Source: an optimization exercise on an open RTL-to-GDS flow (aim: small area and a short achievable clock period). Production flows keep margins and buffers that such runs may drop.
At most, simulation tests tie the RTL to the original design; equivalence was not proved.
For runs 1 to 7, only the layout was checked, not whether the RTL still works.
Power figures rest on the tool's default switching activity, not on a simulated workload.

### design.v
module eac32_inspect (
    input  wire         clk,
    input  wire         rst,
    input  wire         in_valid,
    input  wire [127:0] in_data,
    input  wire [4:0]   in_nbytes,
    input  wire         in_last,
    output reg          rpt_valid,
    output wire [31:0]  rpt_magic,
    output wire [31:0]  rpt_sum,
    output wire [31:0]  rpt_err,
    output wire [31:0]  rpt_explen,
    output wire [31:0]  rpt_lenf,
    output wire [31:0]  rpt_lenb,
    output wire [31:0]  rpt_flags
);
    reg [127:0] d;           
    reg [4:0]   d_nb;
    reg         d_last;
    reg         d_v;         
    reg [31:0]  q;           
    reg         f1;          
    reg [3:0]   d_keep;      
    wire [2:0]  in_nw = in_nbytes[4:2];
    wire        q_en  = in_valid & f1 & (~in_last | (in_nw != 3'd0));
    reg  [31:0] q_sel;
    always @(*) begin
        case (in_nbytes[3:2])
            2'd1:    q_sel = d[127:96];
            2'd2:    q_sel = d[95:64];
            2'd3:    q_sel = d[63:32];
            default: q_sel = d[31:0];
        endcase
    end
    always @(posedge clk) begin
        d_nb   <= in_nbytes;
        d_last <= in_last;
        d_v    <= in_valid & ~rst;
        d_keep <= {4{in_valid & ~rst}} &
                  {in_nw[2], in_nw[2] | (in_nw[1] & in_nw[0]), in_nw[2] | in_nw[1], in_nw != 3'd0};
        if (in_valid)
            d <= in_data;
        if (rst) begin
            f1 <= 1'b0;
        end else if (in_valid) begin
            f1 <= ~in_last;
        end
        if (q_en)
            q <= q_sel;
    end
    reg [31:0] acc;
    reg [29:0] lenb;
    reg [31:0] magic;
    reg        fresh;        
    wire [2:0] d_nw = d_nb[4:2];
    wire [31:0] m0 = d[127:96] & {32{d_keep[0]}};
    wire [31:0] m1 = d[95:64]  & {32{d_keep[1]}};
    wire [31:0] m2 = d[63:32]  & {32{d_keep[2]}};
    wire [31:0] m3 = d[31:0]   & {32{d_keep[3]}};
    wire [31:0] a0 = acc & {32{~fresh}};
    function [63:0] csa;
        input [31:0] x, y, z;
        reg   [31:0] s, c;
        begin
            s = x ^ y ^ z;
            c = (x & y) | (x & z) | (y & z);
            csa = {c[30:0], c[31], s};
        end
    endfunction
    wire [63:0] l1 = csa(m0, m1, m2);
    wire [63:0] l2 = csa(l1[31:0], l1[63:32], m3);
    wire [63:0] l3 = csa(l2[31:0], l2[63:32], a0);
    wire [32:0] t      = {1'b0, l3[31:0]} + {1'b0, l3[63:32]};
    wire [31:0] acc_n  = t[31:0] + {31'd0, t[32]};
    wire        ld_last = d_v & d_last;
    wire [25:0] lhi     = lenb[29:4] & {26{~fresh}};
    wire [25:0] lhi_n   = lhi + {25'd0, d_v & (~d_last | d_nb[4])};
    wire [29:0] lenb_n  = {lhi_n, ld_last ? d_nb[3:0] : 4'd0};
    wire        ld_magic = d_v & fresh;
    wire [31:0] magic_n  = ld_magic ? m0 : magic;
    wire        small_n = (magic_n[31:16] == 16'h1111);
    wire        large_n = (magic_n[31:16] == 16'h1114);
    wire        mok_n   = small_n | large_n;
    wire        sok_n   = (small_n & (lenb_n == 30'h0004_0000)) |
                          (large_n & (lenb_n == 30'h0008_0000));
    wire        mp_n    = (lenb_n[29:2] != 28'd0);
    wire        dw_n    = (lenb_n[1:0] == 2'd0);
    wire        kb_n    = (lenb_n[9:0] == 10'd0);
    wire        a256_n  = (lenb_n[17:0] == 18'd0);
    wire        lp_n    = (lenb_n[29:2] >= 28'd5);
    wire        lok_n   = lp_n & (q == {2'b00, lenb_n});
    wire        ck_n    = (&(l3[31:0] ^ l3[63:32])) | (&(l3[31:0] & l3[63:32]));
    reg [19:0] flags;
    reg        small_r;
    always @(posedge clk) begin
        acc  <= acc_n;
        lenb <= lenb_n;
        if (ld_magic)
            magic <= m0;
        small_r <= small_n;
        flags <= {~lok_n, ~a256_n, mok_n & ~sok_n, ~mok_n,
                  6'd0,
                  ck_n, lok_n, lp_n, a256_n, kb_n, dw_n, sok_n, large_n, mok_n, mp_n};
        if (rst) begin
            fresh     <= 1'b1;
            rpt_valid <= 1'b0;
        end else begin
            if (d_v)
                fresh <= d_last;
            rpt_valid <= ld_last;
        end
    end
    assign rpt_magic  = magic;
    assign rpt_sum    = acc;
    assign rpt_err    = ~acc;
    assign rpt_explen = {12'd0, flags[2], small_r, 18'd0};
    assign rpt_lenf   = q & {32{flags[7]}};
    assign rpt_lenb   = {2'b00, lenb};
    assign rpt_flags  = {12'd0, flags};
endmodule
### flow/run.sh
#!/bin/bash
# Standard ORFS layout, with plain buffers on the ports, no CTS dummy loads
# and timing repair aimed well below the clock period.
set -euo pipefail
bash standard.sh \
  "BUFFER_PORTS_ARGS=-buffer_cell sky130_fd_sc_hd__${PORTBUF:-buf_2}" \
  "CTS_ARGS=-sink_clustering_enable -repair_clock_nets -dont_use_dummy_load ${CTSX:-}" \
  "SETUP_SLACK_MARGIN=${MARGIN:-18.8}" \
  finish > make.log 2>&1
### standard.sh
#!/bin/bash
# synth_recipe.tcl (not shown) runs the flow's synth.tcl, then flattens the netlist and writes it again
# the make line also repeats each setting of config.mk as NAME=value (left out here)
make -C /OpenROAD-flow-scripts/flow DESIGN_CONFIG=/design/flow/config.mk WORK_HOME=/design/flow/orfs CLKGATE_MAP_FILE= SYNTH_SCRIPT=/design/flow/synth_recipe.tcl "${@:-finish}"
### config.mk
export PLATFORM = sky130hd
export DESIGN_NAME = eac32_inspect
export DESIGN_NICKNAME = eac32_inspect
export VERILOG_FILES = /design/flow/design.v
export SDC_FILE = /design/flow/constraint.sdc
export NUM_CORES = 4
export LEC_CHECK = 0
export ABC_CLOCK_PERIOD_IN_PS = 6000
export CAP_MARGIN = 20
export CORE_MARGIN = 2
export CORE_UTILIZATION = 60
export PLACE_DENSITY = 0.7
export SLEW_MARGIN = 20
### constraint.sdc
create_clock -name core_clock -period 25.0 [get_ports {clk}]
set_input_delay 5.0000 -clock core_clock [delete_from_list [all_inputs] [get_ports {clk}]]
set_output_delay 5.0000 -clock core_clock [all_outputs]
set_load 0.01 [all_outputs]
==> results of run 1 <==
==> per-layer routing <==
metal / GRT usage, % / wire length [µm]
met1: 46.6 / 19300
met3: 6.86 / 4960
met2: 59.8 / 25800
met5: 0 / 52
met4: 10.9 / 1970
==> logic make-up (layout without fill, tap and decap cells) <==
kind of cell,after synthesis,count (layout),synth area share (%)
DFF,283,283,45.1
buffers and inverters,168,476,5.13
and+or+nand+nor,526,526,17.9
muxes,50,50,5.58
other,1,51,0.0228
AOI/OAI and AO/OA,167,167,6.70
adders and majority gates,133,133,14.5
xor gates and xnor gates,96,96,5.10
==> power by group through the flow <==
stage / combinational, mW / clock (mW) / sequential (mW)
after CTS: 0.348 / 0.367 / 0.568
after global routing: 0.393 / 0.385 / 0.573
final: 0.368 / 0.367 / 0.569
after floorplan: 0.192 / 0 / 0.579
after global placement: 0.310 / 0 / 0.576
after detailed placement: 0.313 / 0 / 0.577
==> repair_timing <==
item                       in CTS  in global routing
setup endpoints to repair     156                 76
hold buffers                    0                  0
resized for setup              99                113
setup buffers                  44                 12
pin swaps                      67                 15
gates cloned                    3                  3
==> critical path, delay by kind of cell, from the launching register on <==
kind                   cells  cell delay [ns]
buffers and inverters      2             0.28
flip-flops                 1             0.45
AND/OR/NAND/NOR            1             0.14
==> sequential cells by signal, indices dropped and copies added, names as in the netlist <==
register	cells
d	128
acc	32
magic	32
q	32
lenb	30
flags	14
d_nb	5
d_keep	4
d_last	1
d_v	1
f1	1
fresh	1
rpt_valid	1
small_r	1
==> through the flow <==
step | area, µm² | std cells | hold WS [ns] | power [mW] | util (%)
2_1_floorplan | 16800 | 1473 | 0.473 | 0.771 | -
3_3_place_gp | 18100 | 2031 | 0.469 | 0.886 | 67.3
3_5_place_dp | 18100 | 2031 | 0.488 | 0.890 | 67.3
4_1_cts | 19700 | 2107 | 0.505 | 1.28 | 73.2
5_1_grt | 20400 | 2122 | 0.525 | 1.35 | 75.6
6_report | 20400 | 2123 | 0.506 | 1.30 | 75.6
==> cell usage after synthesis, types with 8 or more instances <==
master,instances,area share [%]
and4_1,8,0.43
and3_1,12,0.46
inv_1,65,1.5
o21ai_0,26,0.79
and2_1,159,6.0
buf_4,53,2.4
a21o_1,8,0.36
xor2_1,34,1.8
a21oi_1,58,1.8
buf_2,13,0.39
nor4_1,13,0.49
ha_1,36,2.7
nand2b_1,14,0.53
nand2_1,69,1.6
mux2_2,15,1.0
nor3_1,26,0.79
nand3_1,28,0.85
o21a_1,10,0.46
nor2_1,94,2.1
clkbuf_1,31,0.71
nor2b_1,13,0.49
nand4_1,39,1.5
edfxtp_1,176,32
fa_1,97,12
mux4_2,32,4.4
a211oi_1,9,0.41
dfxtp_1,107,13
xnor2_1,62,3.3
==> layout by cell type, fill, tap and decap left out, types with 7 or more instances in the layout <==
cell,count
fa_2,16
nand3_1,26
buf_2,279
xor2_1,33
fa_1,81
ha_4,19
buf_12,7
a21oi_1,54
and2_4,40
inv_1,61
conb_1,50
nor3_1,21
nand2b_1,14
clkbuf_16,32
nor2_1,90
dfxtp_1,96
a211oi_1,9
mux4_2,32
nand2_1,69
nand4_1,39
buf_4,52
o21a_1,10
xnor2_1,61
and2_1,119
edfxtp_1,176
ha_1,13
o21ai_0,21
or4_1,7
mux2_2,15
and4_1,7
a21o_1,8
nand3b_1,7
nor2b_1,13
nor4_1,11
buf_6,38
and3_1,11
==> worst paths after layout <==
check	from	end	depth (start not counted)
worst min-delay path	magic[27]	magic[27]	1
worst min register to register	magic[27]	magic[27]	1
worst max register to register	d_keep[2]	acc[31]	25
worst max-delay path	flags[7]	rpt_lenf[5]	3
==> cell type report <==
| class | count | area share [%] |
|---|---|---|
| Multi-Input combinational cell | 1022 | 44.2 |
| Timing Repair Buffer | 382 | 12.4 |
| Tap cell | 341 | 2.09 |
| Inverter | 65 | 1.20 |
| Sequential cell | 283 | 36.6 |
| Clock buffer | 29 | 3.56 |
| Antenna cell | 1 | 0.0123 |
==> implementation parameters, run 1 <==
Parameter                              Value

Run status
  Result of the run ... no timing/DRC/antenna violations

Timing
  Max Clk Rate ... 0.155 GHz
  Slew @ Worst Pin ... 0.916 ns
  Max-slew headroom at the worst pin ... between 30 and 40%
  Min setup slack post-route ... 18.57 ns
  Sum of negative setup slack ... 0 ns
  Fin. Hold Viols ... 0
  Number of setup violations in the final report ... 0
  RSZ-0062 raised after global routing ... yes
  Clock skew ... 0.0420 ns
  Post-route clock period utilization ... 25.7%
  Final critical delay including setup and external delays ... 6.43 ns
  Final-report max-slew violation count ... 0

Detailed routing
  Count of unresolved DRC violations after routing ... 0
  Initial DRC Count ... 1446
  Detail-routed net length per standard cell ... 24.5 µm
  Via count of the routed design ... around 13k
  First-pass iteration count of the detailed router ... 6
  Number of nets with antenna violations after detailed routing ... 0
  Vias per inst ... roughly 6.1
  Routed WL ... 52.1 mm

Power and ir drop
  Sw Pwr ... around 0.41 mW
  Power per unit of standard cell area ... 63.9 nW/µm²
  Switching Fraction ... a little under a third
  Leakage power ... roughly 8.5 nW
  Internal power ... 0.895 mW
  Combinational Power Share ... between 20 and 30%
  Peak supply drop ... 62.2 µV
  Sequential group share of total power ... 43.6%
  Fraction of power consumed by the clock network ... 28.1%

Yosys
  FFs w/ async S/R, synth ... 0%
  Post-synthesis cell area ... 16500 µm²
  Yosys reg bits ... 283
  Synthesized area per cell ... approximately 12 µm²
  Main synth FF type ... edfxtp_1
  Distinct cell type count of the synthesized netlist ... 80
  Number of enable flip-flop cells after synthesis ... 176
  Part of the Yosys area used for sequential elements ... 45.1%
  Number of synthesis warnings ... 1
  Cell count after synthesis ... 1424

Global route
  Number of global-route vias before repair ... 12.6k
  Largest net degree at the start of global routing ... 85
  All-Layer GR Usage ... 35.3%
  First-pass GRT wire length ... 75.5 mm
  Antenna violations before repair ... 4
  Total gr overflow ... 0

Floorplan
  Row count ... 60
  Vertical die dimension ... 170 µm
  Die span in x ... 170 µm
  Area of the die ... roughly 29000 µm²
  Floorplan core area ... between 20000 and 30000 µm²
  Num ports ... 362
  Initial Util ... 61.1%

Clock network
  Clock tree from TritonCTS ... done
  Clock Root Buffer ... clkbuf_16
  Clk Latency, worst-skew pair ... 0.56 ns
  Clock Path Buffers ... 3
  H-tree depth ... 1
  Total number of clock tree sinks ... 283
  CTS buffer count ... 29
  Clock slew at the register clock pins of the worst setup and hold paths ... 0.06 ns

Critical path
  Slack of the worst reg-to-reg path ... 18.61 ns
  Critical path startpoint category ... flop
  Required time reported for the critical path endpoint ... about 20 ns
  Critical path peak fanout ... 8
  Critical Path AT ... ~1.4 ns
  Sequence of cells on the critical path ... clkbuf_16, and2_4, buf_6
  Cell at the slowest stage of the critical path ... dfxtp_4
  Endpoint type of the worst setup path ... output pin
  Worst path max stage delay ... roughly 0.45 ns
  Critical path start-end classification ... reg -> out

Placed design
  Port Buffer Count ... ~310
  Pre-CTS setup slack ... about 18 ns
  GP Congestion ... 0.987
  Total half-perimeter wirelength after legalization and detailed placement ... 37.9 mm

Final layout
  Fraction of final layout cells sized beyond drive strength 1 ... between 30% and 40%
  FF/Latch Area ... around 7500 µm²
  Number of nets in the finished design ... 2053
  Number of inserted filler cells in the final layout ... 1776
  Multi-input logic area ... approximately 9000 µm²
  Layout-stage area growth over the synthesis result ... 23.7%

Flow run
  Maximum Capacitance Violations ... 0

Min path
  Hold crit path type ... reg -> reg
==> run 2, diff against run 1 <==
--- a/flow/run.sh
+++ b/flow/run.sh
@@ -7,3 +7,3 @@
   "CTS_ARGS=-sink_clustering_enable -repair_clock_nets -dont_use_dummy_load ${CTSX:-}" \
-  "SETUP_SLACK_MARGIN=${MARGIN:-18.8}" \
+  "SETUP_SLACK_MARGIN=${MARGIN:-19.0}" \
   finish > make.log 2>&1
==> implementation parameters, run 2 <==
Parameter                              Value

Yosys
  Post-synthesis cell area ... roughly 16000 µm²
  Synth top area cells ... edfxtp_1 (32%), dfxtp_1 (13%), fa_1 (12%), and2_1 (6.0%), mux4_2 (4.4%)
  Distinct cell type count of the synthesized netlist ... 80
  Library cell with the highest instance count after synthesis ... edfxtp_1
  FFs w/ async S/R, synth ... 0%
  Parity-gate share of the synthesized area counting xor and xnor cells ... 5.10%
  Main combinational cell family by area after synthesis ... simple AND/OR/NAND/NOR gates
  Number of synthesis warnings ... 1
  Portion of synthesized cell area occupied by the leading cell type ... 32.1%
  Post-synthesis share of cell area spent on full adders, half adders and majority gates ... 14.5%
  Number of enable flip-flop cells after synthesis ... 176
  Cell type contributing the most total cell area after synthesis ... edfxtp_1
  Yosys reg bits ... 283
  Compound-gate portion of the synthesized area ... ~6.7%
  Main synth FF type ... edfxtp_1
  Synthesized area per cell ... 11.6 µm²
  Proportion of synthesized area in mux cells ... 5.58%
  Cell count after synthesis ... ~1.4k
  Area share of and/or/nand/nor cells after synthesis ... approximately 18%
  Part of the Yosys area used for sequential elements ... 45.1%
  Top post-synthesis cells by count ... edfxtp_1 (176), and2_1 (159), dfxtp_1 (107)

Timing
  Max Clk Rate ... about 0.16 GHz
  Min setup slack post-route ... 18.63 ns
  Final critical delay including setup and external delays ... 6.37 ns
  Final-report max-slew violation count ... 0
  Max-slew headroom at the worst pin ... 40.1%
  Number of setup violations in the final report ... 0
  RSZ-0062 raised after global routing ... yes
  Sum of negative setup slack ... 0 ns
  Post-route clock period utilization ... 25.5%
  Slew @ Worst Pin ... 0.886 ns
  Clock skew ... 0.0252 ns
  Fin. Hold Viols ... 0

Min path
  Hold crit path type ... reg -> reg
  Beginning of the worst hold path ... f1

Global route
  First-pass GRT wire length ... 79.9 mm
  Number of global-route vias before repair ... 13.6k
  Antenna violations before repair ... 4
  Total gr overflow ... 0
  Largest net degree at the start of global routing ... 74
  All-Layer GR Usage ... 37.3%

Floorplan
  Num ports ... 362
  Area of the die ... 28800 µm²
  Vertical die dimension ... 170 µm
  Initial Util ... 61.1%
  Row count ... 60
  Floorplan core area ... 27000 µm²
  Die span in x ... 170 µm

Final layout
  Number of flip-flops in the largest register ... 128
  Final cell count without fillers ... 2194
  Top library cells by usage in the layout, fill and taps aside ... buf_2 (195), edfxtp_1 (176), and2_1 (151)
  Number of nets in the finished design ... 2120
  Fraction of final layout cells sized beyond drive strength 1 ... 40.5%
  Number of inserted filler cells in the final layout ... around 1.6k
  Multi-input logic area ... 8960 µm²
  Layout-stage area growth over the synthesis result ... 30.5%
  Most common cell after layout, fill and taps aside ... buf_2
  FF/Latch Area ... 7590 µm²
  Final design utilization ... about four fifths
  Register containing the most flip-flops in the final layout ... d

Detailed routing
  Via count of the routed design ... approximately 13k
  First-pass iteration count of the detailed router ... 6
  Routed WL ... 54.5 mm
  Count of unresolved DRC violations after routing ... 0
  Number of nets with antenna violations after detailed routing ... 0
  Vias per inst ... 6.13
  Initial DRC Count ... 1559
  Detail-routed net length per standard cell ... 24.8 µm

Clock network
  H-tree depth ... 1
  Total number of clock tree sinks ... 283
  Hold buffer count at CTS ... 0
  Clock Path Buffers ... 3
  CTS buffer count ... 30
  Clock tree from TritonCTS ... done
  Clk Latency, worst-skew pair ... 0.57 ns
  Clock Root Buffer ... clkbuf_16
  Clock slew at the register clock pins of the worst setup and hold paths ... 0.05 ns

Placed design
  Total half-perimeter wirelength after legalization and detailed placement ... 37.9 mm
  GP Congestion ... 1.02
  Placed insts ... a little over 2k
  Port Buffer Count ... 311
  Pre-CTS setup slack ... between 15 and 20 ns

Power and ir drop
  Power per unit of standard cell area ... 65.8 nW/µm²
  Peak supply drop ... ~67 µV
  Leakage power ... 8.95 nW
  Total power consumption of the routed design ... 1.41 mW

Critical path
  Critical Path AT ... between 1 and 1.5 ns
  Required time reported for the critical path endpoint ... 20.00 ns
  Critical path peak fanout ... 16
  Reg-to-Reg Start ... d_keep[0]
  Endpoint type of the worst setup path ... output pin
  Critical path start-end classification ... reg -> out
  Critical path startpoint category ... flop
  CP Launch Point ... flags[7]

Run status
  Result of the run ... no timing/DRC/antenna violations

Flow run
  Maximum Capacitance Violations ... 0
[run 2: cell counts after synthesis]
Identical to the previous run, type by type.
[run 2: worst paths after layout]
check / to / depth (start not counted) / slack [ns]
setup / recovery: rpt_lenf[21] / 3 / 18.63
hold reg to reg: f1 / 2 / 0.51
hold / removal: f1 / 2 / 0.51
setup reg to reg: acc[25] / 23 / 18.80
[run 2: cell type report]
class	count	share of cell area, %
Antenna cell	5	0.0582
Timing Repair Buffer	448	16.3
Inverter	65	1.18
Clock buffer	30	3.49
Multi-Input combinational cell	1022	41.7
Tap cell	341	1.98
Sequential cell	283	35.3
[run 2: critical path, cell delays in order (launching register included)]
cell     delay [ns]
dfxtp_4        0.37
buf_12         0.14
and2_1         0.15
buf_2          0.14
[run 2: report_power, final]
group	internal [mW]	switching, mW	leakage, nW	total, mW
sequential	0.547	0.0363	2.62	0.584
clock	0.208	0.170	0.370	0.378
combinational	0.220	0.233	5.96	0.453
[run 2: kinds of logic after synthesis]
logic type	count (synthesis)
flops	283
simple gates	526
mux	50
buf+inv	168
compound gates	167
fa+ha+maj	133
xor+xnor	96
other cells	1
[run 2: per-layer routing]
metal  GRT usage, %  vias up  part of all wire (%)
li1               -     5799                     -
met1           47.5     6581                    37
met2           63.2      900                    49
met3           6.67      169                   9.1
met4           15.9        2                   5.1
met5              0        -                 0.024
[run 2: metrics by stage]
step | hold WS (ns) | cell area, µm²
2_1_floorplan | 0.473 | 16800
3_3_place_gp | 0.467 | 18100
3_5_place_dp | 0.474 | 18100
4_1_cts | 0.495 | 21000
5_1_grt | 0.529 | 21500
6_report | 0.510 | 21500
[run 2: what timing repair did]
| action | 4_1_cts | 5_1_grt |
|---|---|---|
| pin swaps | 70 | 22 |
| gates cloned | 4 | 0 |
| setup endpoints to repair | 293 | 215 |
| resized for setup | 331 | 77 |
| endpoints found under the hold margin | 0 | 0 |
| setup buffers | 99 | 24 |
==> run 3, diff against run 2 <==
--- a/design.v
+++ b/design.v
@@ -72,7 +72,32 @@
     wire [63:0] l3 = csa(l2[31:0], l2[63:32], a0);
-    wire [32:0] t      = {1'b0, l3[31:0]} + {1'b0, l3[63:32]};
-    wire [31:0] acc_n  = t[31:0] + {31'd0, t[32]};
+    reg  [31:0] acc_n;
+    reg  [31:0] pg, pp, ng, np, cin;
+    integer     lv, b;
+    always @(*) begin
+        pg = l3[31:0] & l3[63:32];
+        pp = l3[31:0] ^ l3[63:32];
+        for (lv = 0; lv < 5; lv = lv + 1) begin
+            ng = pg;
+            np = pp;
+            for (b = 0; b < 32; b = b + 1)
+                if ((b >> lv) & 1) begin
+                    ng[b] = pg[b] | (pp[b] & pg[((b >> lv) << lv) - 1]);
+                    np[b] = pp[b] & pp[((b >> lv) << lv) - 1];
+                end
+            pg = ng;
+            pp = np;
+        end
+        cin = {pg[30:0] | (pp[30:0] & {31{pg[31]}}), pg[31]};
+        acc_n = l3[31:0] ^ l3[63:32] ^ cin;
+    end
     wire        ld_last = d_v & d_last;
     wire [25:0] lhi     = lenb[29:4] & {26{~fresh}};
-    wire [25:0] lhi_n   = lhi + {25'd0, d_v & (~d_last | d_nb[4])};
+    reg  [25:0] lcy;
+    integer     lb;
+    always @(*) begin
+        lcy[0] = d_v & (~d_last | d_nb[4]);
+        for (lb = 1; lb < 26; lb = lb + 1)
+            lcy[lb] = lcy[lb-1] & lhi[lb-1];
+    end
+    wire [25:0] lhi_n   = lhi ^ lcy;
     wire [29:0] lenb_n  = {lhi_n, ld_last ? d_nb[3:0] : 4'd0};
--- a/flow/run.sh
+++ b/flow/run.sh
@@ -7,3 +7,3 @@
   "CTS_ARGS=-sink_clustering_enable -repair_clock_nets -dont_use_dummy_load ${CTSX:-}" \
-  "SETUP_SLACK_MARGIN=${MARGIN:-19.0}" \
+  "SETUP_SLACK_MARGIN=${MARGIN:-18.8}" \
   finish > make.log 2>&1
==> implementation parameters, run 3 <==
Parameter                              Value

Run status
  Result of the run ... no timing/DRC/antenna violations

Final layout
  Number of flip-flops in the largest register ... about 130
  Most common cell after layout, fill and taps aside ... buf_2
  Finished layout cell area ... 18500 µm²
  Top library cells by usage in the layout, fill and taps aside ... buf_2 (288), inv_1 (180), edfxtp_1 (176)
  Layout-stage area growth over the synthesis result ... 21.4%
  Register containing the most flip-flops in the final layout ... d
  Fraction of final layout cells sized beyond drive strength 1 ... about 31%
  Number of nets in the finished design ... 1923

Yosys
  Portion of synthesized cell area occupied by the leading cell type ... 34.7%
  Yosys reg bits ... ~280
  FFs w/ async S/R, synth ... 0%
  Top post-synthesis cells by count ... inv_1 (182), edfxtp_1 (176), and2_1 (121)
  Cell type contributing the most total cell area after synthesis ... edfxtp_1
  Number of synthesis warnings ... 1
  Post-synthesis cell area ... around 15000 µm²
  Number of enable flip-flop cells after synthesis ... 176
  Library cell with the highest instance count after synthesis ... inv_1
  Synthesized area per cell ... 12.0 µm²
  Part of the Yosys area used for sequential elements ... around 50%
  Distinct cell type count of the synthesized netlist ... 61
  Main synth FF type ... edfxtp_1
  Synth top area cells ... edfxtp_1 (35%), dfxtp_1 (14%), fa_1 (13%), and2_1 (5.0%), mux4_2 (4.7%)
  Cell count after synthesis ... ~1.3k

Clock network
  CTS buffer count ... 31
  Clock slew at the register clock pins of the worst setup and hold paths ... 0.06 ns
  H-tree depth ... 1
  Total number of clock tree sinks ... 283
  Hold buffer count at CTS ... 0
  Clk Latency, worst-skew pair ... 0.56 ns
  Clock Path Buffers ... 3
  Clock Root Buffer ... clkbuf_16
  Clock tree from TritonCTS ... done

Placed design
  Port Buffer Count ... 311
  Total half-perimeter wirelength after legalization and detailed placement ... 30.6 mm
  Area after detailed placement ... around 17000 µm²
  GP Congestion ... about 0.9

Global route
  Largest net degree at the start of global routing ... 68
  Antenna violations before repair ... 3
  All-Layer GR Usage ... 31.0%
  First-pass GRT wire length ... about 61 mm
  Number of global-route vias before repair ... 10.8k
  Total gr overflow ... 0

Floorplan
  Row count ... 58
  Area of the die ... ~27000 µm²
  Die span in x ... between 150 and 200 µm
  Vertical die dimension ... 163 µm
  Floorplan core area ... 25000 µm²
  Initial Util ... 60.8%
  Num ports ... 362

Timing
  Sum of negative setup slack ... 0 ns
  Number of setup violations in the final report ... 0
  RSZ-0062 raised after global routing ... yes
  Fin. Hold Viols ... 0
  Clock skew ... around 0.022 ns
  Max-slew headroom at the worst pin ... 40.5%
  Slew @ Worst Pin ... 0.891 ns
  Post-route clock period utilization ... 25.7%
  Final-report max-slew violation count ... 0
  Max Clk Rate ... 0.155 GHz
  Final critical delay including setup and external delays ... 6.43 ns

Detailed routing
  Number of nets with antenna violations after detailed routing ... 0
  Count of unresolved DRC violations after routing ... 0
  Routed WL ... 40.9 mm
  Vias per inst ... 5.39
  Initial DRC Count ... 788
  Via count of the routed design ... 10.6k
  Detail-routed net length per standard cell ... around 21 µm
  First-pass iteration count of the detailed router ... 7

Critical path
  Critical Path AT ... 1.43 ns
  Critical path startpoint category ... flop
  Critical path peak fanout ... 3
  Reg-to-Reg Start ... d_v
  CP Launch Point ... q[11]
  Sequence of cells on the critical path ... and2_1, buf_2
  Worst path max stage delay ... 0.54 ns
  Cell at the slowest stage of the critical path ... edfxtp_1
  Endpoint type of the worst setup path ... output pin
  R2R depth ... 34
  Critical path start-end classification ... reg -> out
  R2r endpoint ... flags[8]
  Slack of the worst reg-to-reg path ... 19.00 ns
  Required time reported for the critical path endpoint ... about 20 ns
  Critical path destination ... rpt_lenf[11]

Power and ir drop
  Power per unit of standard cell area ... 65.7 nW/µm²
  Total power consumption of the routed design ... 1.21 mW
  Leakage power ... between 8 and 9 nW
  Peak supply drop ... 69.1 µV

Flow run
  Maximum Capacitance Violations ... 0

Min path
  Hold crit path type ... reg -> reg
## run 3: cell types whose count changed after synthesis, sizes merged, moves of 10 or more
cell | previous run | this run
and2 | 159 | 121
inv | 65 | 183
o21ai | 30 | 20
xnor2 | 62 | 39
nand4 | 40 | 24
nand2 | 69 | 81
nor3 | 26 | 15
ha | 36 | 57
nor2 | 94 | 74
nor2b | 13 | 32
a21oi | 60 | 30
buf | 72 | 59
xor2 | 34 | 18
nand3 | 29 | 3
## run 3: kinds of logic (layout without fill, tap and decap cells)
family	Yosys count	after routing	share of synthesized area [%]
compound gates	91	91	3.93
xor+xnor	57	57	3.28
fa+ha+maj	154	154	17.4
buf+inv	266	573	7.87
flops	283	283	48.8
mux	40	40	5.37
other cells	1	52	0.0246
simple gates	382	382	13.3
## run 3: metrics by stage
stage	setup WS [ns]	cells	hold slack (ns)	util (%)
global placement	17.94	1891	0.465	67.8
detailed placement	17.88	1891	0.491	67.8
floorplan	18.69	1323	0.455	-
finish	18.57	1962	0.489	73.8
CTS	18.57	1949	0.499	72.7
global route	18.53	1960	0.517	73.8
## run 3: worst min path at each step
stage	startpoint	to	slack, ns	cells past startpoint
after floorplan	d_nb[0]	flags[4]	0.46	1
after global placement	magic[17]	magic[17]	0.46	2
after detailed placement	magic[27]	magic[27]	0.49	1
after CTS	magic[19]	magic[19]	0.50	2
after global routing	magic[27]	magic[27]	0.52	1
final	magic[19]	magic[19]	0.49	2
## run 3: worst max-delay path, delay by kind of cell, from the launching register on
family	cells	cell delay (ns)
flops	1	0.54
buf+inv	1	0.13
simple gates	1	0.20
## run 3: repair_timing
item                                    CTS  global route
endpoints found under the setup margin  130            47
buffers inserted                         23            11
resized for setup                        54            47
pin swaps                                27             6
gates cloned                              4             0
## run 3: final cells by class
cell class / count / area (µm²)
clock buffer: 31 / 776
inverter: 183 / 687
tap: 330 / 413
fill: 1751 / 6550
sequential: 283 / 7450
antenna: 2 / 5.00
multi-input combinational: 774 / 6980
timing repair buffer: 359 / 2180
## run 3: layer usage
layer  vias to the layer above  part of all wire (%)  global-route usage (%)
met5                         -                     0                       0
met4                         0                   2.4                    9.69
met3                        59                   8.1                    4.09
met2                       503                    49                    51.8
met1                      5189                    40                    42.7
li1                       4829                     -                       -
## run 3: where the power goes
part	internal, mW	leakage [nW]	switching, mW
Clock	0.215	0.382	0.164
Combinational	0.106	5.54	0.152
Sequential	0.545	2.59	0.0320
==> run 4, diff against run 3 <==
--- a/design.v
+++ b/design.v
@@ -21,15 +21,12 @@
     reg [31:0]  q;           
-    reg         f1;          
+    reg         f1, f2;      
+    reg         d_short;     
     reg [3:0]   d_keep;      
     wire [2:0]  in_nw = in_nbytes[4:2];
-    wire        q_en  = in_valid & f1 & (~in_last | (in_nw != 3'd0));
-    reg  [31:0] q_sel;
-    always @(*) begin
-        case (in_nbytes[3:2])
-            2'd1:    q_sel = d[127:96];
-            2'd2:    q_sel = d[95:64];
-            2'd3:    q_sel = d[63:32];
-            default: q_sel = d[31:0];
-        endcase
-    end
+    wire        q_clr;
+    wire        q_en  = (in_valid & f1 & (~in_last | (in_nw != 3'd0))) | q_clr;
+    wire [3:0]  q_pick = {4{~q_clr}} & {in_nbytes[3:2] == 2'd3, in_nbytes[3:2] == 2'd2,
+                                         in_nbytes[3:2] == 2'd1, in_nbytes[3:2] == 2'd0};
+    wire [31:0] q_sel = (d[127:96] & {32{q_pick[1]}}) | (d[95:64] & {32{q_pick[2]}}) |
+                        (d[63:32]  & {32{q_pick[3]}}) | (d[31:0]  & {32{q_pick[0]}});
     always @(posedge clk) begin
@@ -37,2 +34,3 @@
         d_last <= in_last;
+        d_short <= ~f2 & ~(f1 & (in_nw != 3'd0));
         d_v    <= in_valid & ~rst;
@@ -44,4 +42,6 @@
             f1 <= 1'b0;
+            f2 <= 1'b0;
         end else if (in_valid) begin
             f1 <= ~in_last;
+            f2 <= ~in_last & f1;
         end
@@ -114,5 +114,6 @@
     wire        a256_n  = (lenb_n[17:0] == 18'd0);
-    wire        lp_n    = (lenb_n[29:2] >= 28'd5);
+    wire        lp_n    = ~d_short;
     wire        lok_n   = lp_n & (q == {2'b00, lenb_n});
     wire        ck_n    = (&(l3[31:0] ^ l3[63:32])) | (&(l3[31:0] & l3[63:32]));
+    assign q_clr = ld_last & d_short;
     reg [19:0] flags;
@@ -141,3 +142,3 @@
     assign rpt_explen = {12'd0, flags[2], small_r, 18'd0};
-    assign rpt_lenf   = q & {32{flags[7]}};
+    assign rpt_lenf   = q;
     assign rpt_lenb   = {2'b00, lenb};
--- a/flow/run.sh
+++ b/flow/run.sh
@@ -5,3 +5,3 @@
 bash standard.sh \
-  "BUFFER_PORTS_ARGS=-buffer_cell sky130_fd_sc_hd__${PORTBUF:-buf_2}" \
+  "BUFFER_PORTS_ARGS=-buffer_cell sky130_fd_sc_hd__${PORTBUF:-buf_1}" \
   "CTS_ARGS=-sink_clustering_enable -repair_clock_nets -dont_use_dummy_load ${CTSX:-}" \
--- a/config.mk
+++ b/config.mk
@@ -11,2 +11,3 @@
 export CORE_UTILIZATION = 60
+export CTS_BUF_LIST = sky130_fd_sc_hd__clkbuf_8
 export PLACE_DENSITY = 0.7
==> implementation parameters, run 4 <==
Parameter                              Value

Run status
  Result of the run ... no timing/DRC/antenna violations

Timing
  RSZ-0062 raised after global routing ... yes
  Max-slew headroom at the worst pin ... 32.8%
  Max Clk Rate ... 0.159 GHz
  Final critical delay including setup and external delays ... 6.29 ns
  Number of setup violations in the final report ... 0
  Sum of negative setup slack ... 0 ns
  Clock skew ... 0.0278 ns
  Final-report max-slew violation count ... 0
  Fin. Hold Viols ... 0
  Post-route clock period utilization ... 25.2%
  Slew @ Worst Pin ... 1.01 ns

Yosys
  Cell type contributing the most total cell area after synthesis ... edfxtp_1
  Top post-synthesis cells by count ... inv_1 (188), edfxtp_1 (176), dfxtp_1 (109)
  Number of enable flip-flop cells after synthesis ... roughly 180
  Part of the Yosys area used for sequential elements ... 48.9%
  Library cell with the highest instance count after synthesis ... inv_1
  Synth top area cells ... edfxtp_1 (35%), dfxtp_1 (14%), fa_1 (13%), mux4_2 (4.7%), ha_1 (4.7%)
  FFs w/ async S/R, synth ... 0%
  Post-synthesis cell area ... between 15000 and 20000 µm²
  Number of synthesis warnings ... 1
  Distinct cell type count of the synthesized netlist ... 62
  Cell count after synthesis ... between 1k and 1.5k
  Synthesized area per cell ... 12.1 µm²
  Yosys reg bits ... 285
  Portion of synthesized cell area occupied by the leading cell type ... 34.6%
  Main synth FF type ... edfxtp_1

Min path
  Hold crit path type ... reg -> reg
  Number of cells traversed by the worst hold path ... 1
  Beginning of the worst hold path ... d_short
  Worst Hold Endpoint ... flags[7]

Detailed routing
  Routed WL ... 41.0 mm
  Via count of the routed design ... about 11k
  First-pass iteration count of the detailed router ... 5
  Number of nets with antenna violations after detailed routing ... 0
  Vias per inst ... 5.41
  Count of unresolved DRC violations after routing ... 0
  Initial DRC Count ... 731
  Detail-routed net length per standard cell ... around 21 µm

Global route
  Antenna violations before repair ... 0
  Number of global-route vias before repair ... 10.6k
  Largest net degree at the start of global routing ... 75
  Met3 layer usage reported by global route ... 4.60%
  First-pass GRT wire length ... between 60 and 70 mm
  Global routing met1 resource utilization ... 42.5%
  Most used routing layer in global routing ... met2
  Grt met2 use ... about half
  Total gr overflow ... 0
  All-Layer GR Usage ... 30.8%

Critical path
  Number of logic stages on the critical path including buffering ... 1
  Critical path start-end classification ... reg -> out
  R2r endpoint ... flags[17]
  Slack of the worst reg-to-reg path ... between 15 and 20 ns
  Endpoint type of the worst setup path ... output pin
  Required time reported for the critical path endpoint ... 20.00 ns
  Reg-to-Reg Start ... fresh
  Worst path max stage delay ... roughly 0.55 ns
  Critical path peak fanout ... 2
  R2R depth ... 32
  Cell at the slowest stage of the critical path ... edfxtp_1
  Critical path startpoint category ... flop
  Sequence of cells on the critical path ... buf_1
  Critical Path AT ... roughly 1.3 ns
  Kind of cell adding the most delay to the critical path ... flip-flops
  Count of buffer and inverter cells on the critical path ... 1

Placed design
  Port Buffer Count ... slightly above 300
  Total half-perimeter wirelength after legalization and detailed placement ... 30.9 mm
  GP Congestion ... between 0.9 and 1

Clock network
  Clock tree from TritonCTS ... done
  Clock Root Buffer ... clkbuf_16
  Clk Latency, worst-skew pair ... between 0.5 and 0.6 ns
  Total number of clock tree sinks ... 285
  Clock Path Buffers ... 3
  CTS buffer count ... 29
  H-tree depth ... 1
  Clock slew at the register clock pins of the worst setup and hold paths ... 0.06 ns

Floorplan
  Floorplan core area ... 25100 µm²
  Die span in x ... 164 µm
  Vertical die dimension ... 164 µm
  Initial Util ... 60.8%
  Row count ... 58
  Num ports ... between 300 and 400
  Area of the die ... ~27000 µm²

Power and ir drop
  Fraction of power consumed by the clock network ... 30.3%
  Power per unit of standard cell area ... approximately 67 nW/µm²
  Sequential group share of total power ... 48.6%
  Internal power ... 0.847 mW
  Switching Fraction ... between 20% and 30%
  Sw Pwr ... 0.357 mW
  Combinational Power Share ... a little over a fifth
  Leakage power ... between 7 and 8 nW
  Peak supply drop ... 64.9 µV

Flow run
  Maximum Capacitance Violations ... 0

Final layout
  Final design utilization ... about 70%
  Number of nets in the finished design ... 1904
  Number of inserted filler cells in the final layout ... 1856
  Register containing the most flip-flops in the final layout ... d
  Top library cells by usage in the layout, fill and taps aside ... buf_1 (297), inv_1 (188), edfxtp_1 (176)
  Fraction of final layout cells sized beyond drive strength 1 ... 11.1%
  Number of flip-flops in the largest register ... 128
  Layout-stage area growth over the synthesis result ... 17.1%
  Most common cell after layout, fill and taps aside ... buf_1
[run 4: cell types whose count changed after synthesis, sizes merged, moves of 3 or more]
cell,before,now
xnor2,39,28
inv,183,188
nor3,15,12
xor2,18,29
and2,121,89
a21o,3,7
nand2,81,76
nor2b,32,63
o21ai,20,14
nand4,24,19
nor2,74,68
[run 4: final cells by class]
| class | count | area [µm²] | share of cell area [%] |
|---|---|---|---|
| sequential | 285 | 7480 | 41.8 |
| multi-input combinational | 758 | 7000 | 39.1 |
| timing repair buffer | 351 | 1570 | 8.78 |
| clock buffer | 29 | 726 | 4.05 |
| inverter | 188 | 706 | 3.94 |
| tap | 330 | 413 | 2.31 |
| antenna | 1 | 2.50 | 0.0140 |
[run 4: per-layer routing]
layer / vias to the layer above / wire length (µm)
met5: - / 0
met4: 0 / 1440
met3: 74 / 3080
met2: 489 / 19500
met1: 5168 / 17000
li1: 4770 / -
[run 4: how the worst max path moves through the flow]
| stage | startpoint | endpoint | slack (ns) |
|---|---|---|---|
| 2_1_floorplan | in_nbytes[3] | q[0] | 18.69 |
| 3_3_place_gp | fresh | flags[17] | 18.04 |
| 3_5_place_dp | fresh | flags[17] | 17.96 |
| 4_1_cts | q[1] | rpt_lenf[1] | 18.71 |
| 5_1_grt | fresh | flags[17] | 18.69 |
| 6_report | q[1] | rpt_lenf[1] | 18.71 |
[run 4: cell families after synthesis]
logic type / count (synthesis) / share of synthesized area (%)
buffers and inverters: 274 / 8.04
other: 1 / 0.0245
AOI/OAI and AO/OA: 89 / 4.36
adders and majority gates: 154 / 17.4
and+or+nand+nor: 366 / 12.7
muxes: 41 / 5.38
DFF: 285 / 48.9
xor gates and xnor gates: 57 / 3.27
[run 4: power by group through the flow]
stage	registers, mW	clock network [mW]	logic (mW)
after floorplan	0.590	0	0.147
after global placement	0.594	0	0.240
after detailed placement	0.595	0	0.243
after CTS	0.585	0.368	0.253
after global routing	0.589	0.386	0.279
final	0.586	0.365	0.254
[run 4: metrics by stage]
step	worst slack, ns	total power [mW]	hold WS [ns]	std cells	cell area, µm²
final	18.71	1.20	0.409	1942	17900
after global routing	18.69	1.25	0.436	1941	17900
after CTS	18.71	1.21	0.407	1936	17700
after detailed placement	17.96	0.838	0.393	1881	16700
after global placement	18.04	0.834	0.398	1881	16700
after floorplan	18.69	0.737	0.362	1316	15600
[run 4: repair_timing]
action,in CTS,in global routing
buffers inserted,23,5
setup endpoints to repair,134,45
gates resized for setup,28,31
hold buffers,0,0
cloned,3,0
pin swaps,5,4
==> run 5, diff against run 4 <==
--- a/flow/run.sh
+++ b/flow/run.sh
@@ -5,3 +5,3 @@
 bash standard.sh \
-  "BUFFER_PORTS_ARGS=-buffer_cell sky130_fd_sc_hd__${PORTBUF:-buf_1}" \
+  "BUFFER_PORTS_ARGS=-buffer_cell sky130_fd_sc_hd__${PORTBUF:-buf_2}" \
   "CTS_ARGS=-sink_clustering_enable -repair_clock_nets -dont_use_dummy_load ${CTSX:-}" \
--- a/config.mk
+++ b/config.mk
@@ -11,3 +11,2 @@
 export CORE_UTILIZATION = 60
-export CTS_BUF_LIST = sky130_fd_sc_hd__clkbuf_8
 export PLACE_DENSITY = 0.7
==> implementation parameters, run 5 <==
Parameter                              Value

Run status
  Result of the run ... no timing/DRC/antenna violations

Timing
  Final critical delay including setup and external delays ... 6.28 ns
  Fin. Hold Viols ... 0
  Number of setup violations in the final report ... 0
  RSZ-0062 raised after global routing ... yes
  Final-report max-slew violation count ... 0
  Sum of negative setup slack ... 0 ns
  Slew @ Worst Pin ... 1.02 ns
  Max-slew headroom at the worst pin ... 32.1%
  Clock skew ... 0.0309 ns
  Post-route clock period utilization ... 25.1%
  Hold Slack ... between 0.3 and 0.4 ns
  Max Clk Rate ... 0.159 GHz

Final layout
  Register containing the most flip-flops in the final layout ... d
  Most common cell after layout, fill and taps aside ... buf_2
  Fraction of final layout cells sized beyond drive strength 1 ... between 30% and 40%
  FF/Latch Area ... between 7000 and 8000 µm²
  Multi-input logic area ... between 6000 and 7000 µm²
  Number of flip-flops in the largest register ... 128
  Layout-stage area growth over the synthesis result ... 19.8%
  Final cell count without fillers ... 1946
  Number of inserted filler cells in the final layout ... 1784
  Number of nets in the finished design ... 1908
  Finished layout cell area ... 18300 µm²
  Final design utilization ... 72.9%
  Top library cells by usage in the layout, fill and taps aside ... buf_2 (309), inv_1 (187), edfxtp_1 (176)

Global route
  Total gr overflow ... 0
  First-pass GRT wire length ... between 60 and 70 mm
  Largest net degree at the start of global routing ... 66
  All-Layer GR Usage ... 31.0%
  Number of global-route vias before repair ... approximately 11k
  Antenna violations before repair ... 1

Placed design
  GP Congestion ... 0.932
  Area after detailed placement ... 17100 µm²
  Placed insts ... 1881
  Port Buffer Count ... 311
  Total half-perimeter wirelength after legalization and detailed placement ... 31.2 mm

Clock network
  Clock Path Buffers ... 3
  H-tree depth ... 1
  Clock Root Buffer ... clkbuf_16
  CTS buffer count ... 30
  Total number of clock tree sinks ... 285
  Clk Latency, worst-skew pair ... 0.56 ns
  Clock slew at the register clock pins of the worst setup and hold paths ... 0.06 ns
  Hold buffer count at CTS ... 0
  Clock tree from TritonCTS ... done

Detailed routing
  Number of nets with antenna violations after detailed routing ... 0
  Vias per inst ... ~5.4
  First-pass iteration count of the detailed router ... 5
  Count of unresolved DRC violations after routing ... 0
  Via count of the routed design ... about 11k
  Detail-routed net length per standard cell ... between 20 and 25 µm
  Initial DRC Count ... 805
  Routed WL ... 41.2 mm

Yosys
  Synth top area cells ... edfxtp_1 (35%), dfxtp_1 (14%), fa_1 (13%), mux4_2 (4.7%), ha_1 (4.7%)
  Part of the Yosys area used for sequential elements ... 48.9%
  Top post-synthesis cells by count ... inv_1 (188), edfxtp_1 (176), dfxtp_1 (109)
  Parity-gate share of the synthesized area counting xor and xnor cells ... 3.27%
  Library cell with the highest instance count after synthesis ... inv_1
  Yosys reg bits ... approximately 290
  Cell type contributing the most total cell area after synthesis ... edfxtp_1
  Proportion of synthesized area in mux cells ... 5.38%
  Main combinational cell family by area after synthesis ... adder cells
  Main synth FF type ... edfxtp_1
  Distinct cell type count of the synthesized netlist ... 62
  Portion of synthesized cell area occupied by the leading cell type ... 34.6%
  Number of synthesis warnings ... 1
  Number of enable flip-flop cells after synthesis ... around 180
  Post-synthesis share of cell area spent on full adders, half adders and majority gates ... approximately 17%
  FFs w/ async S/R, synth ... 0%
  Area share of and/or/nand/nor cells after synthesis ... between 10% and 20%
  Post-synthesis cell area ... between 15000 and 20000 µm²
  Compound-gate portion of the synthesized area ... between 4 and 5%
  Cell count after synthesis ... 1267
  Synthesized area per cell ... 12.1 µm²

Floorplan
  Area of the die ... 26800 µm²
  Initial Util ... between 60% and 70%
  Floorplan core area ... 25100 µm²
  Vertical die dimension ... 164 µm
  Die span in x ... approximately 160 µm
  Row count ... a little under 60
  Num ports ... 362

Power and ir drop
  Leakage power ... between 8 and 9 nW
  Peak supply drop ... 71.6 µV
  Power per unit of standard cell area ... 67.1 nW/µm²

Min path
  Hold crit path type ... reg -> reg
  Number of cells traversed by the worst hold path ... 1

Critical path
  Critical path start-end classification ... reg -> out
  Cell at the slowest stage of the critical path ... edfxtp_1
  Critical Path AT ... 1.28 ns
  Kind of cell adding the most delay to the critical path ... flip-flops
  Number of logic stages on the critical path including buffering ... 1
  R2R depth ... 31
  Critical path startpoint category ... flop
  Count of buffer and inverter cells on the critical path ... 1
  Endpoint type of the worst setup path ... output pin
  Worst path max stage delay ... approximately 0.52 ns
  Required time reported for the critical path endpoint ... approximately 20 ns
  Critical path peak fanout ... 2
  Sequence of cells on the critical path ... buf_2

Flow run
  Maximum Capacitance Violations ... 0
## run 5: cell type report
class                   count  share of cell area (%)
diodes                      1                  0.0137
clock buffers              30                    4.10
repair buffers            354                    10.8
well taps                 330                    2.26
flip-flops and latches    285                    40.9
inverters                 188                    3.86
multi-input cells         758                    38.1
## run 5: where the power goes
group / total, mW / internal, mW / switching [mW]
clock: 0.374 / 0.208 / 0.166
combinational: 0.269 / 0.110 / 0.159
sequential: 0.585 / 0.551 / 0.0340
total: 1.23 / 0.869 / 0.359
## run 5: path summary, 6_finish.rpt
path | from | to | slack, ns
worst max-delay path | q[13] | rpt_lenf[13] | 18.72
worst min-delay path | d_short | flags[7] | 0.39
worst max register to register | lenb[4] | flags[17] | 18.85
worst min register to register | d_short | flags[7] | 0.39
## run 5: timing repair
item,CTS,global route
pin swaps,3,4
setup buffers,23,8
setup endpoints to repair,131,125
endpoints found under the hold margin,0,0
gates cloned,2,1
resized for setup,28,24
## run 5: cell families after synthesis
group / Yosys count
adder cells (fa/ha/maj): 154
buffers and inverters: 274
XOR/XNOR: 57
AO/OA/AOI/OAI: 89
multiplexers: 41
other: 1
flip-flops: 285
AND/OR/NAND/NOR: 366
## run 5: through the flow
step	setup WS, ns	total power [mW]
after detailed placement	17.95	0.851
after CTS	18.67	1.23
after global routing	18.66	1.28
after floorplan	18.69	0.737
final	18.72	1.23
after global placement	17.99	0.848
## run 5: layer usage
metal  share of wire (%)  vias up  track usage [%]
li1                    -     4784                -
met1                  40     5152             42.1
met2                  48      526             49.9
met3                 8.8       75             6.17
met4                 3.3        0             11.6
met5                   0        -                0
==> run 6, diff against run 5 <==
==> flow/run.sh (replaced) <==
#!/bin/bash
# Standard ORFS layout, with plain buffers on the ports, smaller clock
# buffers and no CTS dummy loads, and timing repair aimed below the period.
set -euo pipefail
bash standard.sh \
  "BUFFER_PORTS_ARGS=-buffer_cell sky130_fd_sc_hd__buf_1" \
  "CTS_ARGS=-sink_clustering_enable -repair_clock_nets -dont_use_dummy_load" \
  "SETUP_SLACK_MARGIN=19.0" \
  finish > make.log 2>&1
==> implementation parameters, run 6 <==
Parameter                              Value

Critical path
  Endpoint type of the worst setup path ... output pin
  R2r endpoint ... flags[17]
  Worst path max stage delay ... 0.52 ns
  Sequence of cells on the critical path ... buf_1
  R2R depth ... 31
  Critical path peak fanout ... 2
  Cell at the slowest stage of the critical path ... edfxtp_1
  Slack of the worst reg-to-reg path ... 18.88 ns
  Critical path start-end classification ... reg -> out
  Critical path startpoint category ... flop
  Kind of cell adding the most delay to the critical path ... flip-flops
  Critical Path AT ... 1.26 ns
  Required time reported for the critical path endpoint ... 20.00 ns
  Count of buffer and inverter cells on the critical path ... 1
  Reg-to-Reg Start ... d_last

Placed design
  GP Congestion ... 0.949
  Placed insts ... around 1.9k
  Port Buffer Count ... between 300 and 400
  Pre-CTS setup slack ... 17.99 ns
  Total half-perimeter wirelength after legalization and detailed placement ... 32.1 mm
  Area after detailed placement ... 16800 µm²

Timing
  Max Clk Rate ... 0.160 GHz
  Final critical delay including setup and external delays ... 6.26 ns
  Slew @ Worst Pin ... between 0.9 and 1 ns
  RSZ-0062 raised after global routing ... yes
  Final-report max-slew violation count ... 0
  Fin. Hold Viols ... 0
  Hold Slack ... 0.405 ns
  Max-slew headroom at the worst pin ... between 30% and 40%
  Clock skew ... around 0.015 ns
  Sum of negative setup slack ... 0 ns
  Post-route clock period utilization ... 25.1%
  Min setup slack post-route ... 18.74 ns
  Number of setup violations in the final report ... 0

Final layout
  Layout-stage area growth over the synthesis result ... 26.5%
  Number of nets in the finished design ... 1959
  Number of flip-flops in the largest register ... 128
  Top library cells by usage in the layout, fill and taps aside ... edfxtp_1 (176), inv_1 (155), buf_1 (147)
  Most common cell after layout, fill and taps aside ... edfxtp_1
  Fraction of final layout cells sized beyond drive strength 1 ... 30.0%
  Register containing the most flip-flops in the final layout ... d
  Finished layout cell area ... slightly below 20000 µm²
  Final design utilization ... between 70% and 80%
  Final cell count without fillers ... between 1.5k and 2k

Floorplan
  Die span in x ... 164 µm
  Vertical die dimension ... 164 µm
  Area of the die ... 26800 µm²
  Row count ... 58
  Floorplan core area ... 25100 µm²
  Initial Util ... 60.8%
  Num ports ... 362

Clock network
  Clock Path Buffers ... 3
  Clock tree from TritonCTS ... done
  Clk Latency, worst-skew pair ... ~0.55 ns
  Total number of clock tree sinks ... ~290
  Clock slew at the register clock pins of the worst setup and hold paths ... approximately 0.050 ns
  H-tree depth ... 1
  Hold buffer count at CTS ... 0
  CTS buffer count ... 29
  Clock Root Buffer ... clkbuf_16

Yosys
  Part of the Yosys area used for sequential elements ... 48.9%
  Post-synthesis cell area ... ~15000 µm²
  Main synth FF type ... edfxtp_1
  FFs w/ async S/R, synth ... 0%
  Synth top area cells ... edfxtp_1 (35%), dfxtp_1 (14%), fa_1 (13%), mux4_2 (4.7%), ha_1 (4.7%)
  Cell type contributing the most total cell area after synthesis ... edfxtp_1
  Yosys reg bits ... 285
  Distinct cell type count of the synthesized netlist ... 62
  Portion of synthesized cell area occupied by the leading cell type ... 34.6%
  Synthesized area per cell ... 12.1 µm²
  Number of enable flip-flop cells after synthesis ... roughly 180
  Library cell with the highest instance count after synthesis ... inv_1
  Top post-synthesis cells by count ... inv_1 (188), edfxtp_1 (176), dfxtp_1 (109)
  Cell count after synthesis ... 1267
  Number of synthesis warnings ... 1

Detailed routing
  Via count of the routed design ... about 11k
  First-pass iteration count of the detailed router ... 5
  Vias per inst ... 5.41
  Count of unresolved DRC violations after routing ... 0
  Detail-routed net length per standard cell ... 21.8 µm
  Initial DRC Count ... 1001
  Routed WL ... 43.6 mm
  Number of nets with antenna violations after detailed routing ... 0

Power and ir drop
  Power per unit of standard cell area ... 68.0 nW/µm²
  Peak supply drop ... 56.9 µV
  Leakage power ... 8.41 nW
  Total power consumption of the routed design ... 1.31 mW

Global route
  Number of global-route vias before repair ... 10.7k
  Antenna violations before repair ... 2
  Total gr overflow ... 0
  First-pass GRT wire length ... 62.1 mm
  All-Layer GR Usage ... 32.0%
  Largest net degree at the start of global routing ... approximately 80

Min path
  Hold crit path type ... reg -> reg
  Beginning of the worst hold path ... d_short
  Number of cells traversed by the worst hold path ... 1
  Worst Hold Endpoint ... flags[7]

Run status
  Result of the run ... no timing/DRC/antenna violations

Flow run
  Maximum Capacitance Violations ... 0
[run 6: worst max-delay path by stage]
stage	startpoint	endpoint	depth (start not counted)	slack, ns
finish	q[4]	rpt_lenf[4]	1	18.74
global route	q[12]	rpt_lenf[12]	1	18.73
CTS	q[8]	rpt_lenf[8]	1	18.72
detailed placement	in_valid	d[108]	3	17.99
global placement	in_valid	d[108]	3	18.04
floorplan	in_nbytes[3]	q[0]	6	18.69
[run 6: metal layers]
layer / global-route usage, % / part of all wire (%) / up-vias
met1: 45.0 / 41 / 5295
met2: 50.6 / 48 / 545
met3: 6.86 / 9.0 / 73
li1: - / - / 4882
met5: 0 / 0.030 / -
met4: 9.65 / 2.6 / 2
[run 6: layout make-up]
cell class,count,area [µm²]
Sequential cell,285,7590
Multi-Input combinational cell,758,7100
Fill cell,1581,5780
Timing Repair Buffer,406,2800
Clock buffer,29,726
Inverter,188,711
Tap cell,330,413
Antenna cell,1,2.50
[run 6: timing repair]
| item | CTS | global route |
|---|---|---|
| pin swaps | 1 | 4 |
| setup buffers | 58 | 29 |
| gates cloned | 1 | 0 |
| resized for setup | 315 | 120 |
| setup endpoints to repair | 290 | 254 |
[run 6: logic make-up after synthesis]
| family | share of synthesized area, % |
|---|---|
| other | 0.0245 |
| adder cells (fa/ha/maj) | 17.4 |
| XOR/XNOR | 3.27 |
| AND/OR/NAND/NOR | 12.7 |
| buffers and inverters | 8.04 |
| flip-flops | 48.9 |
| AO/OA/AOI/OAI | 4.36 |
| multiplexers | 5.38 |
[run 6: report_power, final]
group / total [mW] / leakage (nW) / internal (mW) / switching, mW
clock network: 0.365 / 0.357 / 0.202 / 0.163
registers: 0.594 / 2.64 / 0.555 / 0.0392
logic: 0.355 / 5.42 / 0.182 / 0.173
total: 1.31 / 8.41 / 0.938 / 0.376
==> run 7, diff against run 6 <==
--- a/flow/run.sh
+++ b/flow/run.sh
@@ -6,4 +6,4 @@
   "BUFFER_PORTS_ARGS=-buffer_cell sky130_fd_sc_hd__buf_1" \
-  "CTS_ARGS=-sink_clustering_enable -repair_clock_nets -dont_use_dummy_load" \
-  "SETUP_SLACK_MARGIN=19.0" \
+  "CTS_ARGS=-sink_clustering_enable -repair_clock_nets -dont_use_dummy_load -buf_list {sky130_fd_sc_hd__clkbuf_4 sky130_fd_sc_hd__clkbuf_8}" \
+  "SETUP_SLACK_MARGIN=18.8" \
   finish > make.log 2>&1
==> implementation parameters, run 7 <==
Parameter                              Value

Run status
  Result of the run ... no timing/DRC/antenna violations

Clock network
  Clock tree from TritonCTS ... done
  Hold buffer count at CTS ... 0
  Clock slew at the register clock pins of the worst setup and hold paths ... 0.06 ns
  Clock Path Buffers ... 3
  H-tree depth ... 2
  CTS buffer count ... 46
  Clk Latency, worst-skew pair ... 0.55 ns
  Total number of clock tree sinks ... 285
  Clock Root Buffer ... clkbuf_8

Detailed routing
  Initial DRC Count ... 827
  First-pass iteration count of the detailed router ... 6
  Routed WL ... about 41 mm
  Vias per inst ... 5.43
  Number of nets with antenna violations after detailed routing ... 0
  Via count of the routed design ... approximately 11k
  Detail-routed net length per standard cell ... 20.7 µm
  Count of unresolved DRC violations after routing ... 0

Floorplan
  Floorplan core area ... 25100 µm²
  Die span in x ... 164 µm
  Area of the die ... 26800 µm²
  Vertical die dimension ... approximately 160 µm
  Row count ... 58
  Num ports ... 362
  Initial Util ... 60.8%

Min path
  Beginning of the worst hold path ... d_short
  Hold crit path type ... reg -> reg
  Number of cells traversed by the worst hold path ... 1
  Worst Hold Endpoint ... flags[7]

Critical path
  Count of buffer and inverter cells on the critical path ... 1
  Sequence of cells on the critical path ... buf_1
  Cell at the slowest stage of the critical path ... edfxtp_1
  Critical path start-end classification ... reg -> out
  Reg-to-Reg Start ... fresh
  R2r endpoint ... flags[17]
  Kind of cell adding the most delay to the critical path ... flip-flops
  Slack of the worst reg-to-reg path ... roughly 19 ns
  Required time reported for the critical path endpoint ... ~20 ns
  Critical path startpoint category ... flop
  Endpoint type of the worst setup path ... output pin
  Critical path peak fanout ... 2
  Worst path max stage delay ... 0.54 ns
  CP Launch Point ... q[1]
  R2R depth ... 32
  Critical Path AT ... 1.27 ns

Power and ir drop
  Power per unit of standard cell area ... 65.0 nW/µm²
  Leakage power ... between 7 and 8 nW
  Peak supply drop ... 53.6 µV

Global route
  All-Layer GR Usage ... 30.5%
  Largest net degree at the start of global routing ... 75
  First-pass GRT wire length ... 59.8 mm
  Antenna violations before repair ... 0
  Number of global-route vias before repair ... 10.6k
  Total gr overflow ... 0

Placed design
  Total half-perimeter wirelength after legalization and detailed placement ... 30.9 mm
  Port Buffer Count ... 311
  Area after detailed placement ... 16700 µm²
  GP Congestion ... 0.940

Timing
  Slew @ Worst Pin ... 1.00 ns
  Final-report max-slew violation count ... 0
  Clock skew ... between 0.03 and 0.04 ns
  Post-route clock period utilization ... 25.1%
  Fin. Hold Viols ... 0
  Sum of negative setup slack ... 0 ns
  Max-slew headroom at the worst pin ... 33.3%
  Final critical delay including setup and external delays ... roughly 6.3 ns
  Max Clk Rate ... 0.160 GHz
  RSZ-0062 raised after global routing ... yes
  Number of setup violations in the final report ... 0

Final layout
  Finished layout cell area ... 17800 µm²
  Fraction of final layout cells sized beyond drive strength 1 ... roughly 12%
  Number of flip-flops in the largest register ... 128
  Top library cells by usage in the layout, fill and taps aside ... buf_1 (296), inv_1 (188), edfxtp_1 (176)
  Most common cell after layout, fill and taps aside ... buf_1
  Layout-stage area growth over the synthesis result ... 16.8%
  Number of nets in the finished design ... 1923
  Register containing the most flip-flops in the final layout ... d

Yosys
  Main synth FF type ... edfxtp_1
  FFs w/ async S/R, synth ... 0%
  Synth top area cells ... edfxtp_1 (35%), dfxtp_1 (14%), fa_1 (13%), mux4_2 (4.7%), ha_1 (4.7%)
  Part of the Yosys area used for sequential elements ... around 50%
  Distinct cell type count of the synthesized netlist ... 62
  Number of synthesis warnings ... 1
  Synthesized area per cell ... ~12 µm²
  Library cell with the highest instance count after synthesis ... inv_1
  Post-synthesis cell area ... 15300 µm²
  Cell type contributing the most total cell area after synthesis ... edfxtp_1
  Cell count after synthesis ... 1267
  Number of enable flip-flop cells after synthesis ... 176
  Top post-synthesis cells by count ... inv_1 (188), edfxtp_1 (176), dfxtp_1 (109)
  Yosys reg bits ... ~290
  Portion of synthesized cell area occupied by the leading cell type ... 34.6%

Flow run
  Maximum Capacitance Violations ... 0
run 7: cell count changes in the layout (fill, tap and decap cells not counted), moves of 21 or more:
cell,previous run,this run
inv_1,155,188
dfxtp_2,80,6
inv_2,31,0
buf_2,21,0
buf_4,87,36
dfxtp_1,24,102
clkbuf_8,1,46
buf_6,112,3
clkbuf_2,35,13
buf_1,147,296
clkbuf_16,29,0
run 7: per-layer routing:
layer,global-route usage (%),vias to the layer above,routed length (µm)
li1,-,4805,-
met1,42.0,5170,16600
met2,49.3,573,19000
met3,5.38,97,3520
met4,11.3,0,1470
met5,0,-,0
run 7: repair_timing:
item,4_1_cts,5_1_grt
buffers inserted,22,8
pin swaps,5,5
setup endpoints to repair,133,69
cloned,3,0
gates resized for setup,25,37
run 7: how the worst max path moves through the flow:
stage,to,slack [ns],cells after the start
2_1_floorplan,q[0],18.69,6
3_3_place_gp,flags[17],18.04,32
3_5_place_dp,flags[17],17.96,32
4_1_cts,rpt_lenf[1],18.70,1
5_1_grt,rpt_lenf[1],18.70,1
6_report,rpt_lenf[1],18.73,1
run 7: cell families after synthesis:
kind of cell	share of synthesized area (%)
compound gates	4.36
xor+xnor	3.27
fa+ha+maj	17.4
buf+inv	8.04
flops	48.9
mux	5.38
other cells	0.0245
simple gates	12.7
run 7: through the flow:
step	hold WS, ns	worst slack, ns	utilization (%)	instances	total power [mW]
floorplan	0.362	18.69	-	1316	0.737
global placement	0.398	18.04	66.4	1881	0.834
detailed placement	0.393	17.96	66.4	1881	0.838
CTS	0.407	18.70	70.2	1952	1.16
global route	0.436	18.70	71.1	1960	1.21
finish	0.409	18.73	71.1	1961	1.16
run 7: area by class of cell:
type,count,area (µm²)
diodes,1,2.50
repair buffers,353,1590
clock buffers,46,633
well taps,330,413
inverters,188,706
multi-input cells,758,7030
flip-flops and latches,285,7480
fillers,1891,7260
run 7: where the power goes:
| part | leakage (nW) | internal (mW) | switching (mW) |
|---|---|---|---|
| combinational | 4.54 | 0.0950 | 0.158 |
| sequential | 2.61 | 0.551 | 0.0351 |
| clock | 0.331 | 0.162 | 0.160 |
==> run 8, diff against run 7 <==
--- a/design.v
+++ b/design.v
@@ -62,6 +62,7 @@
         input [31:0] x, y, z;
-        reg   [31:0] s, c;
+        reg   [31:0] s, c, h;
         begin
-            s = x ^ y ^ z;
-            c = (x & y) | (x & z) | (y & z);
+            h = x ^ y;
+            s = h ^ z;
+            c = (x & y) | (z & h);
             csa = {c[30:0], c[31], s};
==> implementation parameters, run 8 <==
Parameter                              Value

Run status
  Result of the run ... no timing/DRC/antenna violations

Detailed routing
  Detail-routed net length per standard cell ... 20.6 µm
  First-pass iteration count of the detailed router ... 4
  Via count of the routed design ... approximately 10k
  Number of nets with antenna violations after detailed routing ... 0
  Count of unresolved DRC violations after routing ... 0
  Vias per inst ... roughly 5.4
  Routed WL ... 37.8 mm

Yosys
  Number of synthesis warnings ... 1
  Post-synthesis cell area ... 15000 µm²
  Distinct cell type count of the synthesized netlist ... 67
  Synth top area cells ... edfxtp_1 (35%), dfxtp_1 (15%), fa_1 (13%), and2_1 (5.1%), mux4_2 (4.8%)
  Library cell with the highest instance count after synthesis ... edfxtp_1
  Top post-synthesis cells by count ... edfxtp_1 (176), and2_1 (122), dfxtp_1 (109)
  Number of enable flip-flop cells after synthesis ... ~180
  Main synth FF type ... edfxtp_1
  Yosys reg bits ... 285
  Cell count after synthesis ... about 1.2k
  FFs w/ async S/R, synth ... 0%
  Part of the Yosys area used for sequential elements ... 49.9%
  Cell type contributing the most total cell area after synthesis ... edfxtp_1

Global route
  All-Layer GR Usage ... 29.1%
  Antenna violations before repair ... 0
  Number of global-route vias before repair ... 10.1k
  Largest net degree at the start of global routing ... 53
  First-pass GRT wire length ... 57.0 mm
  Total gr overflow ... 0

Timing
  RSZ-0062 raised after global routing ... yes
  Sum of negative setup slack ... 0 ns
  Slew @ Worst Pin ... 1.02 ns
  Max-slew headroom at the worst pin ... a little under a third
  Clock skew ... 0.0226 ns
  Fin. Hold Viols ... 0
  Post-route clock period utilization ... around a quarter
  Final critical delay including setup and external delays ... 6.24 ns
  Final-report max-slew violation count ... 0
  Number of setup violations in the final report ... 0
  Min setup slack post-route ... ~19 ns

Critical path
  Critical path start-end classification ... reg -> out
  Critical Path AT ... 1.24 ns
  Endpoint type of the worst setup path ... output pin
  Cell at the slowest stage of the critical path ... edfxtp_1
  Kind of cell adding the most delay to the critical path ... flip-flops
  Critical path peak fanout ... 2
  Worst path max stage delay ... just over 0.5 ns
  Critical path startpoint category ... flop

Clock network
  Clock slew at the register clock pins of the worst setup and hold paths ... 0.06 ns
  Clock Path Buffers ... 3
  H-tree depth ... 2
  Clk Latency, worst-skew pair ... 0.55 ns
  Clock tree from TritonCTS ... done

Final layout
  Layout-stage area growth over the synthesis result ... 16.4%
  Top library cells by usage in the layout, fill and taps aside ... buf_1 (293), edfxtp_1 (176), and2_1 (122)
  Number of flip-flops in the largest register ... 128
  Number of nets in the finished design ... between 1.5k and 2k
  Fraction of final layout cells sized beyond drive strength 1 ... a little over an eighth
  Register containing the most flip-flops in the final layout ... d
  Most common cell after layout, fill and taps aside ... buf_1

Floorplan
  Row count ... 57
  Floorplan core area ... 24400 µm²
  Die span in x ... 162 µm
  Num ports ... 362
  Area of the die ... 26200 µm²
  Initial Util ... 61.3%

Placed design
  Port Buffer Count ... slightly above 300
  GP Congestion ... 0.881
  Pre-CTS setup slack ... 18.17 ns

Power and ir drop
  Power per unit of standard cell area ... 66.7 nW/µm²
  Leakage power ... 7.07 nW

Min path
  Hold crit path type ... reg -> reg

Flow run
  Maximum Capacitance Violations ... 0
run 8: through the flow:
| step | utilization, % | cells | cell area (µm²) | hold slack, ns |
|---|---|---|---|---|
| 5_1_grt | 71.4 | 1833 | 17400 | 0.425 |
| 6_report | 71.4 | 1833 | 17400 | 0.431 |
| 3_5_place_dp | 67.2 | 1762 | 16400 | 0.410 |
| 2_1_floorplan | - | 1205 | 15300 | 0.362 |
| 3_3_place_gp | 67.2 | 1762 | 16400 | 0.411 |
| 4_1_cts | 70.6 | 1827 | 17200 | 0.433 |
run 8: metal layers:
layer | vias to the layer above | GRT usage, % | wire [µm]
met5 | - | 0 | 0
met2 | 414 | 47.3 | 18400
met4 | 0 | 11.1 | 1310
li1 | 4577 | - | -
met1 | 4913 | 39.5 | 15400
met3 | 77 | 5.41 | 2660
run 8: power breakdown:
part           total [mW]  switching (mW)  internal [mW]  leakage (nW)
clock               0.328           0.162          0.165         0.338
sequential          0.584          0.0326          0.552          2.61
combinational       0.250           0.152         0.0979          4.12
run 8: cell families after synthesis:
family / after synthesis / share of synthesized area (%)
buf+inv: 148 / 5.05
flops: 285 / 49.9
simple gates: 393 / 14.4
other cells: 1 / 0.0251
fa+ha+maj: 154 / 17.7
mux: 40 / 5.41
compound gates: 80 / 4.23
xor+xnor: 55 / 3.22
run 8: what timing repair did:
| action | in CTS | in global routing |
|---|---|---|
| resized for setup | 22 | 39 |
| hold endpoints to repair | 0 | 0 |
| setup buffers | 18 | 6 |
| pin swaps | 3 | 4 |
| hold buffers | 0 | 0 |
| setup endpoints to repair | 57 | 62 |
run 8: final cells by class:
class | instances | area, µm² | area share (%)
Clock buffer | 47 | 647 | 3.72
Tap cell | 324 | 405 | 2.33
Sequential cell | 285 | 7490 | 43.0
Timing Repair Buffer | 345 | 1460 | 8.36
Multi-Input combinational cell | 772 | 7180 | 41.3
Inverter | 60 | 225 | 1.29
run 8: worst paths after layout:
kind / to / cells after the start / slack (ns) / start
worst max register to register: flags[17] / 31 / 18.95 / lenb[4]
worst min-delay path: flags[7] / 1 / 0.43 / d_short
worst min register to register: flags[7] / 1 / 0.43 / d_short
worst max-delay path: rpt_lenf[15] / 1 / 18.76 / q[15]
